From an optimization exercise on the open Yosys and OpenROAD flow, aimed at small area, a short achievable clock period and few clock cycles; shortcuts taken in it are not production practice. In this exercise RTL edits were held to simulation tests only and were not proved equivalent to the original.

// secded_sm_core
module secded_sm_core (
    input  wire        clk,
    input  wire        rst,
    input  wire [5:0]  enc_data,
    output wire [10:0] enc_chan,
    input  wire [10:0] dec_chan,
    output wire [5:0]  dec_data,
    output wire [1:0]  dec_outcome,
    input  wire        exec_valid,
    input  wire [5:0]  exec_word,
    output wire        exec_ready,
    output wire [1:0]  run_state,
    output wire        ovf,
    output wire [2:0]  err_cause,
    output wire [1:0]  top_tag,
    output wire [7:0]  top_data,
    output wire        ann_valid,
    output wire [7:0]  ann_data,
    input  wire        ann_ready
);
Settings: LEC_CHECK=0, ABC_AREA=1, CAP_MARGIN=30, CORE_MARGIN=2, CORE_UTILIZATION=55, SETUP_SLACK_MARGIN=4.5, SLEW_MARGIN=30; clock period 10.0 ns.
run.sh (not shown) runs the stock make flow with config.mk's settings and CLKGATE_MAP_FILE= SYNTH_SCRIPT=/design/flow/synth_recipe.tcl, a recipe that flattens the netlist after the stock synthesis.
Testbench counts at the start, summed over its fixed seeds: cycles 21,074.
Edit:
--- a/flow/design.v
+++ b/flow/design.v
@@ -119,27 +119,22 @@
     reg [2:0] cause_q;
     reg [1:0] mode;
     reg [5:0] sp;                 
     reg [8:0] xr, yr;             
     reg [8:0] mem [0:29];         
     reg [7:0] acc;                
     reg       dv_mod;             
-    reg [2:0] dv_cnt;             
     reg [6:0] cd;                 
     reg [1:0] cn;                 
     reg       tp;                 
-    reg       av;
-    reg [7:0] ab;
     wire ready = (mode == M_READY);
     assign exec_ready = ready;
     assign run_state  = rs;
     assign ovf        = ovf_q;
     assign err_cause  = cause_q;
-    assign ann_valid  = av;
-    assign ann_data   = ab;
     wire [7:0] x = xr[7:0];
     wire [7:0] y = yr[7:0];
     wire x_chr = xr[8];
     wire y_chr = yr[8];
     wire has1 = |sp;
     wire has2 = |sp[5:1];
     wire full = sp[5];
@@ -323,18 +318,22 @@
             OP_MOD: bin_res = dv_rem;
             default: ;
         endcase
     end
     wire [8:0] push_cell = is_lit ? {5'b00000, w[3:0]} :
                            is_chr ? ((w[4:0] == 5'd26) ? 9'h120 : {4'b1010, 5'd1 + w[4:0]}) :
                            xr;        
-    wire can_load  = !av || ann_ready;
-    wire load_cd   = (cn != 2'd0) && can_load;
-    wire load_term = (cn == 2'd0) && tp && can_load;
-    wire load_cell = (mode == M_SPK) && (cn == 2'd0) && !tp && (acc[4:0] != 5'd0) && can_load;
+    wire off_cd    = (cn != 2'd0);
+    wire off_term  = !off_cd && tp;
+    wire off_cell  = (mode == M_SPK) && !off_cd && !tp && (acc[4:0] != 5'd0);
+    assign ann_valid = off_cd || tp || off_cell;
+    assign ann_data  = off_cd ? {4'h3, cn[1] ? d10_t : cd[3:0]} : tp ? 8'h00 : fb;
+    wire load_cd   = off_cd && ann_ready;
+    wire load_term = off_term && ann_ready;
+    wire load_cell = off_cell && ann_ready;
     reg        do_push, do_pop;
     reg [8:0]  x_nx;
     reg        x_we;
     reg [8:0]  y_nx;
     reg        y_we;
     reg        tp_set;
     always @(*) begin
@@ -361,15 +360,16 @@
                             y_nx = xr; y_we = 1'b1;
                         end
                         OP_NOT: begin x_nx = {1'b0, ~x}; x_we = 1'b1; end
                         OP_DIV, OP_MOD: begin
                             if (dv_k == 3'd0) begin
                                 do_pop = 1'b1; x_nx = {1'b0, bin_res}; x_we = 1'b1;
                             end else begin
-                                x_nx = 9'd0; x_we = 1'b1;
+                                x_nx = {1'b0, 8'h80 >> dv_k};
+                                x_we = 1'b1;
                             end
                         end
                         OP_EXP: begin
                             if (exp_done) begin
                                 do_pop = 1'b1; x_nx = {1'b0, bin_res}; x_we = 1'b1;
                             end else begin
                                 x_nx = {1'b0, exp_r1}; x_we = 1'b1;
@@ -379,16 +379,16 @@
                         default: begin
                             do_pop = 1'b1; x_nx = {1'b0, bin_res}; x_we = 1'b1;
                         end
                     endcase
                 end
             end
             M_DIV: begin
-                if (dv_cnt != 3'd0) begin
-                    x_nx = {1'b0, dv_quo}; x_we = 1'b1;
+                if (!xr[7]) begin
+                    x_nx = {x, dv_ge}; x_we = 1'b1;
                     y_nx = {1'b0, dv_rem}; y_we = 1'b1;
                 end else begin
                     do_pop = 1'b1; x_we = 1'b1;
                     x_nx = {1'b0, dv_mod ? dv_rem : dv_quo};
                 end
             end
             M_EXP: begin
@@ -420,45 +420,38 @@
         end else begin
             if (x_we) xr <= x_nx;
             if (y_we) yr <= y_nx;
         end
         if (mode == M_READY) begin
             acc    <= is_spk ? x : (opc == OP_EXP) ? {2'b00, exp_e[5:1]} : dv_d0;
             dv_mod <= opc[3];
-            dv_cnt <= dv_k;
         end else if (mode == M_EXP) begin
             acc <= {1'b0, acc[7:1]};
         end else if (mode == M_DIV) begin
             acc <= {1'b0, acc[7:1]};
-            dv_cnt <= dv_cnt - 3'd1;
         end
         if (load_cell)
             acc <= {3'b000, acc[4:0] - 5'd1};
         if (load_cell)
             cd <= fd;
         else if (load_cd && cn[1])
             cd <= {3'b000, d10_o};
-        if (load_cd || load_term || load_cell)
-            ab <= load_cd ? {4'h3, cn[1] ? d10_t : cd[3:0]} : load_term ? 8'h00 : fb;
     end
     always @(posedge clk) begin
         if (rst) begin
             rs      <= ST_IDLE;
             ovf_q   <= 1'b0;
             cause_q <= E_NONE;
             mode    <= M_READY;
             sp      <= 6'd0;
             cn      <= 2'd0;
             tp      <= 1'b0;
-            av      <= 1'b0;
         end else begin
             if (do_push) sp <= sp_inc;
             else if (do_pop) sp <= sp_dec;
-            if (load_cd || load_term || load_cell) av <= 1'b1;
-            else if (ann_ready) av <= 1'b0;
             tp <= tp_set || (tp && !load_term);
             if (load_cell) cn <= fn;
             else if (load_cd) cn <= cn - 2'd1;
             case (mode)
                 M_READY: if (go) begin
                     if (fail) begin
                         rs <= ST_ERROR;
@@ -474,15 +467,15 @@
                             endcase
                             if ((opc == OP_DIV || opc == OP_MOD) && dv_k != 3'd0) mode <= M_DIV;
                             if (opc == OP_EXP && !exp_done) mode <= M_EXP;
                         end
                         if (is_spk && !tp_set) mode <= M_SPK;
                     end
                 end
-                M_DIV: if (dv_cnt == 3'd0) mode <= M_READY;
+                M_DIV: if (xr[7]) mode <= M_READY;
                 M_EXP: if (acc[7:1] == 7'd0) mode <= M_READY;
                 M_SPK: if (tp_set) mode <= M_READY;
             endcase
         end
     end
 endmodule
 module mul8x8 (
Outcome: Register-to-register slack loses 0.24 ns; count of clock-buffer cells in the layout went down by 8; wire length climbs by a few percent; cell area went up slightly; clock skew went up by 0.024 ns; core utilization rises by 0.39 points; sequential cell count shrinks by 12; worst setup slack got worse by 0.014 ns.
Testbench counts after the change, summed over its fixed seeds: cycles 20,982.

-- re-timing with driven ports --
The flow's constraints put no driver on any port. The routed layouts listed below were extracted and timed again, unchanged, in two steps.
Step 1 (the two cells are an assumption about what drives the block):
set clk [get_ports {clk}]
set_driving_cell -lib_cell sky130_fd_sc_hd__clkbuf_16 $clk
set_driving_cell -lib_cell sky130_fd_sc_hd__buf_2 [delete_from_list [all_inputs] $clk]
Step 2 also shifts input and output timing later by t, the mid clock arrival at the registers, as if the neighbouring blocks saw the same clock.
Three values: ideal ports, drivers, drivers and shift; two values: the first two.
run | t, ns | setup slack, ns | worst setup path after step 2 | latest minus earliest clock arrival (ns) | slew at the worst register clock pin (ns)
the first run | 0.605 | 4.404 / 4.372 / 4.085 | input to register | 0.021 / 0.021 | 0.07 / 0.07
the second run | 0.567 | 4.390 / 4.339 / 4.203 | input to register | 0.044 / 0.044 | 0.08 / 0.08
After both steps setup and hold are still met in every run listed. For the first run, which loses most, drivers alone change the setup slack by -0.032 ns; drivers and shift together by -0.319 ns.
